Source: an optimization exercise on an open RTL-to-GDS flow (aim: small area, a short achievable clock period and few clock cycles per item). Production flows keep margins and buffers that such runs may drop.
Only simulation tests tie the RTL to the original design; equivalence was not proved.

Setup of JK:
==> flow/design.v <==
module ble_sync_correlator (
    input  wire [31:0] window,    
    input  wire [31:0] aa,
    output wire [4:0]  ge
);
    wire [31:0] d;
    genvar k;
    generate
        for (k = 0; k < 32; k = k + 1) begin : g_d
            assign d[k] = window[k] ^ aa[31 - k];
        end
    endgenerate
    wire [1:0] p [0:15];
    generate
        for (k = 0; k < 16; k = k + 1) begin : g_p
            assign p[k] = {d[2*k] & d[2*k+1], d[2*k] | d[2*k+1]};
        end
    endgenerate
    wire [3:0] q [0:7];
    generate
        for (k = 0; k < 8; k = k + 1) begin : g_q
            ble_therm_merge #(.W(2)) u_m (.a({3'd0, p[2*k]}), .b({3'd0, p[2*k+1]}), .c(q[k]));
        end
    endgenerate
    wire [4:0] o [0:3];
    generate
        for (k = 0; k < 4; k = k + 1) begin : g_o
            ble_therm_merge #(.W(5)) u_m (.a({1'b0, q[2*k]}), .b({1'b0, q[2*k+1]}), .c(o[k]));
        end
    endgenerate
    wire [4:0] h0, h1;
    ble_therm_merge #(.W(5)) u_h0 (.a(o[0]), .b(o[1]), .c(h0));
    ble_therm_merge #(.W(5)) u_h1 (.a(o[2]), .b(o[3]), .c(h1));
    ble_therm_merge #(.W(5)) u_t  (.a(h0), .b(h1), .c(ge));
endmodule
module ble_therm_merge #(parameter W = 5) (
    input  wire [4:0]   a,
    input  wire [4:0]   b,
    output wire [W-1:0] c
);
    wire [5:0] ax = {a, 1'b1};    
    wire [5:0] bx = {b, 1'b1};
    genvar n, i;
    generate
        for (n = 1; n <= W; n = n + 1) begin : g_n
            wire [n:0] t;
            for (i = 0; i <= n; i = i + 1) begin : g_i
                assign t[i] = ax[i] & bx[n - i];
            end
            assign c[n-1] = |t;
        end
    endgenerate
endmodule
module ble_rx_deframer (
    input  wire        clk,
    input  wire        rst,             
    input  wire [31:0] cfg_aa,
    input  wire        cfg_phy2m,       
    input  wire [5:0]  cfg_channel,
    input  wire        cfg_whiten,
    input  wire [23:0] cfg_crc_init,
    input  wire        bit_valid,
    input  wire        bit_data,
    input  wire        bit_last,
    output wire        bit_ready,
    output reg         pdu_valid,
    output wire [7:0]  pdu_data,
    output wire        res_valid,
    output wire [11:0] res_flags,
    output wire [15:0] res_sync_pos,
    output wire [31:0] res_aa,
    output wire [15:0] res_hdr,
    output wire [7:0]  res_pdu_len,
    output wire [23:0] res_crc,
    output wire [23:0] res_crc_rx,
    output wire [15:0] res_nbits
);
    reg         ready_r;
    reg         d0, nv, l0;
    reg  [47:1] hist;
    reg         hdr15;
    reg  [31:0] aa_r;
    reg         phy_r, wht_r;
    reg  [15:0] nbits, pos;
    reg         ev, hitr, synced, frozen;
    reg  [23:0] crc, sr;
    reg  [6:0]  wh;
    reg  [2:0]  bitcnt;
    reg         hb;
    reg  [7:0]  bc;
    reg         p_hdr, p_pay, p_crc, done;    
    reg         mism, fin;
    reg         rv_r, ge32_r, full_r;
    reg         u;                            
    reg  [4:0]  psum;                         
    reg         rst_d;                        
    reg         o_nsyn, o_f9, o_f8, o_hv, o_ok;  
    assign bit_ready = ready_r;
    wire take_in = bit_valid & ready_r;
    wire take = take_in;
    wire data = bit_data;
    wire last = bit_last;
    wire synced_any = synced | (hitr & ~rst_d);
    wire hdr_valid  = ~p_hdr;
    wire clr        = fin & ~done;
    assign res_valid = rv_r;
    wire start = rst | rv_r;
    wire full = full_r | (nbits[5] & (nbits[4] | (nbits[3] & ~phy_r)));
    wire [4:0] aa_ge;
    ble_sync_correlator u_corr (
        .window ({hist[31:1], d0}),
        .aa     (aa_r),
        .ge     (aa_ge)
    );
    wire       ge32   = ge32_r | nbits[5];
    wire       e_in   = (hist[31] ^ ~u) & ge32;
    wire       e_out  = ((phy_r ? hist[47] : hist[39]) ^ ~u) & full;
    wire       q      = aa_r[0] ^ ~u;
    wire [4:0] lpre   = phy_r ? 5'd16 : 5'd8;
    wire [4:0] pm     = q ? (lpre - psum) : psum;
    wire       hit    = (pm == 5'd0) ? ~aa_ge[4] :
                        (pm == 5'd1) ? ~aa_ge[3] :
                        (pm == 5'd2) ? ~aa_ge[2] :
                        (pm == 5'd3) ? ~aa_ge[1] :
                        (pm == 5'd4) ? ~aa_ge[0] : 1'b0;
    wire [4:0] psum_adj = (e_in & ~e_out) ? psum + 5'd1 :
                          (~e_in & e_out) ? psum - 5'd1 : psum;
    wire [15:0] nbits_inc, pos_inc;
    genvar gi;
    generate
        for (gi = 0; gi < 16; gi = gi + 1) begin : g_cnt
            assign nbits_inc[gi] = nbits[gi] ^ (take & ((gi == 0) | &nbits[(gi > 0 ? gi - 1 : 0):0]));
            assign pos_inc[gi]   = pos[gi] ^ ((ev & ~hitr) & ((gi == 0) | &pos[(gi > 0 ? gi - 1 : 0):0]));
        end
    endgenerate
    wire fbit     = nv & synced_any & ~done;
    wire dbit     = d0 ^ (wht_r & wh[0]);
    wire sin      = dbit & ~clr;
    wire byte_end = fbit & (bitcnt == 3'd7);
    wire [7:0] len = {hist[33], hist[34], hist[35], hist[36], hist[37], hist[38], hist[39], hist[40]};
    wire bc_eq    = (bc == len);
    wire bc_2     = (bc == 8'd2);
    wire in_pdu   = p_hdr | (p_pay & ~bc_eq);
    wire shift_en = (take | clr) & ~frozen & ~(hitr & nv);
    wire up_en    = synced_any ? ((fbit & p_hdr) | (clr & ~hdr_valid)) : shift_en;
    wire done_next = done | (byte_end & p_crc & bc_2);
    wire crc_fb  = crc[23] ^ dbit;
    wire crc_run = fbit & in_pdu;
    wire crc_sin = clr ? 1'b0 : (crc_run ? crc_fb : crc[23]);
    wire crc_tap = crc_run & crc_fb;
    wire synced_n = ~start & synced_any;
    wire done_n   = ~start & done_next;
    wire p_hdr_n  = start | (p_hdr & ~(byte_end & hb));
    wire mism_n   = (start | ~synced_any) ? 1'b0 :
                    (fbit & ~in_pdu) ? (mism | (crc[23] ^ dbit)) : mism;
    always @(posedge clk) begin
        aa_r  <= cfg_aa;
        o_nsyn <= ~synced_n;
        o_f9   <= ~synced_n | done_n;
        o_f8   <= ~(synced_n & done_n);
        o_hv   <= ~p_hdr_n;
        o_ok   <= done_n & ~mism_n;
        phy_r <= cfg_phy2m;
        wht_r <= cfg_whiten;
        if (rst)
            ready_r <= 1'b1;
        else if (take_in & bit_last)
            ready_r <= 1'b0;
        else if (res_valid)
            ready_r <= 1'b1;
        nv <= take & ~rst;
        l0 <= take & last & ~rst;
        if (take | clr)
            d0 <= data & ~clr;
        if (shift_en)
            hist[32:1] <= {hist[31:1], d0};
        if (up_en) begin
            hist[47:34] <= hist[46:33];
            hist[33]    <= synced_any ? sin : hist[32];
            hdr15       <= hist[47];
        end
        nbits  <= start ? 16'd0 : nbits_inc;
        u      <= ~start & (u ^ take);
        ge32_r <= ~start & ge32;
        full_r <= ~start & full;
        if (start | take)
            psum <= start ? 5'd0 : psum_adj;
        pos    <= (start | (clr & ~synced_any)) ? 16'd0 : pos_inc;
        ev     <= ~start & nv & full & ~synced_any;
        hitr   <= nv & full & ~synced_any & hit;
        rst_d  <= rst;
        synced <= synced_n;
        frozen <= ~start & (frozen | (synced_any & (take | clr | (hitr & nv))));
        if (~synced_any)
            wh <= {1'b1, cfg_channel};
        else if (fbit)
            wh <= {wh[5:0], wh[6] ^ wh[3]};
        if (~synced_any & ~clr)
            crc <= cfg_crc_init;
        else if (fbit | clr)
            crc <= {crc[22:0], crc_sin} ^ ({24{crc_tap}} & 24'h00065A);
        mism <= mism_n;
        if (fbit | clr)
            sr <= {sin, sr[23:1]};
        pdu_valid <= ~start & byte_end & in_pdu;
        if (start) begin
            p_hdr <= 1'b1;
            p_pay <= 1'b0;
            p_crc <= 1'b0;
            done  <= 1'b0;
        end else if (byte_end) begin
            if (p_hdr & hb) begin
                p_hdr <= 1'b0;
                p_pay <= 1'b1;
            end
            if (p_pay & bc_eq) begin
                p_pay <= 1'b0;
                p_crc <= 1'b1;
            end
            if (p_crc & bc_2) begin
                p_crc <= 1'b0;
                done  <= 1'b1;
            end
        end
        if (start | (nv & l0 & ~done)) begin
            bitcnt <= 3'd0;
            bc     <= 8'd0;
        end else if (clr) begin
            {bc[2:0], bitcnt} <= {bc[2:0], bitcnt} + 6'd1;
        end else if (~synced_any) begin
            bitcnt <= 3'd0;
            bc     <= 8'd0;
        end else if (fbit) begin
            bitcnt <= bitcnt + 3'd1;
            if (byte_end & ~p_hdr)
                bc <= (p_pay & bc_eq) ? 8'd1 : bc + 8'd1;
        end
        if (start | ~synced_any)
            hb <= 1'b0;
        else if (byte_end)
            hb <= 1'b1;
        rv_r <= ~start & ((((take & last) | (nv & l0 & ~done)) & done_next) |
                          (clr & (bc[2:0] == 3'd6) & (bitcnt == 3'd6)));
        if (start)
            fin <= 1'b0;
        else if (nv & l0 & ~done)
            fin <= 1'b1;
    end
    genvar g;
    generate
        for (g = 0; g < 32; g = g + 1) begin : g_aa
            assign res_aa[g] = hist[32 - g];
        end
        for (g = 1; g < 16; g = g + 1) begin : g_hdr
            assign res_hdr[g] = hist[48 - g];
        end
        for (g = 0; g < 24; g = g + 1) begin : g_crc
            assign res_crc[g] = crc[23 - g];
        end
    endgenerate
    assign res_hdr[0]   = hdr15;
    assign res_flags    = {synced, o_nsyn, o_f9, o_f8, 4'b0000, o_hv, synced, o_ok, o_ok};
    assign res_sync_pos = pos;
    assign res_pdu_len  = done ? len : {6'd0, hdr_valid, 1'b0};
    assign res_crc_rx   = sr;
    assign res_nbits    = nbits;
    assign pdu_data     = sr[23:16];
endmodule
export LEC_CHECK = 0
export ABC_AREA = 1
export CAP_MARGIN = 20
export CORE_MARGIN = 2
export CORE_UTILIZATION = 40
export PLACE_DENSITY = 0.6
export SLEW_MARGIN = 20
create_clock -name core_clock -period 8.5 [get_ports {clk}]
standard.sh (not shown) runs the stock make flow with config.mk's settings and CLKGATE_MAP_FILE= SYNTH_SCRIPT=/design/flow/synth_recipe.tcl, a recipe that flattens the netlist after the stock synthesis.
==> flow/flow/run.sh <==
#!/bin/bash
# Standard ORFS layout (the standard.sh) with: plain buf_1 cells as the
# port buffers, a larger setup margin for the resizer's timing repair, and a
# clock tree of clkbuf_8 buffers without dummy loads.
set -euo pipefail
cd "$(dirname "${BASH_SOURCE[0]}")/.."
export BUFFER_PORTS_ARGS="-buffer_cell sky130_fd_sc_hd__buf_1"
export SETUP_SLACK_MARGIN=5.6
export CTS_ARGS="-sink_clustering_enable -repair_clock_nets -dont_use_dummy_load -buf_list sky130_fd_sc_hd__clkbuf_8 -sink_clustering_size 16 -sink_clustering_max_diameter 60"
bash standard.sh > standard.log 2>&1
JK: all stages complete, timing, DRC and antenna checks passed
Testbench counts of JK, summed over its fixed seeds: cycles 147,147, bits 146,743.
For MS, these inputs were changed with respect to JK:
- PLACE_DENSITY changed from 0.6 to 0.85
- ABC_AREA removed (was 1)
- CORE_UTILIZATION changed from 40 to 70
Relative area of clock buffers and inverters in the final design delta for MS relative to JK: 0.29 points lower
[MS] global-route usage rose 11 points relative to JK
MS reports its commonest non-fill, non-tap cell in the layout as sky130_fd_sc_hd__buf_1 while JK reports sky130_fd_sc_hd__nand2_1.
Number of clock-tree buffers in the layout on MS is down relative to JK.
JK has lower share of cell area taken by muxes after synthesis than MS.

re-timing with driven ports:
The flow's constraints put no driver on any port. The routed layouts listed below were extracted and timed again, unchanged, in two steps.
Step 1 sets driving cells, clkbuf_16 on the clock port and buf_2 on the other inputs (assumed; they add their load-dependent delay and slew).
Step 2 moves the port delays by t, midway between the first and last clock arrival at a register: inputs arrive t later, outputs are due t later. That takes back most of the time a late clock gives input paths.
Three values: ideal ports, drivers, drivers and shift; two values: the first two.
run | shift t [ns] | setup slack, ns | worst setup path at the end | worst data-port slew with drivers (ns)
JK | 0.557 | 5.490 / 5.445 / 5.082 | input to register | 0.09
MS | 0.542 | 5.503 / 5.463 / 5.061 | input to register | 0.05
After both steps setup and hold are still met in every run listed. The setup slack of MS, which loses most, moves by -0.040 ns with the drivers and by -0.442 ns with both steps.
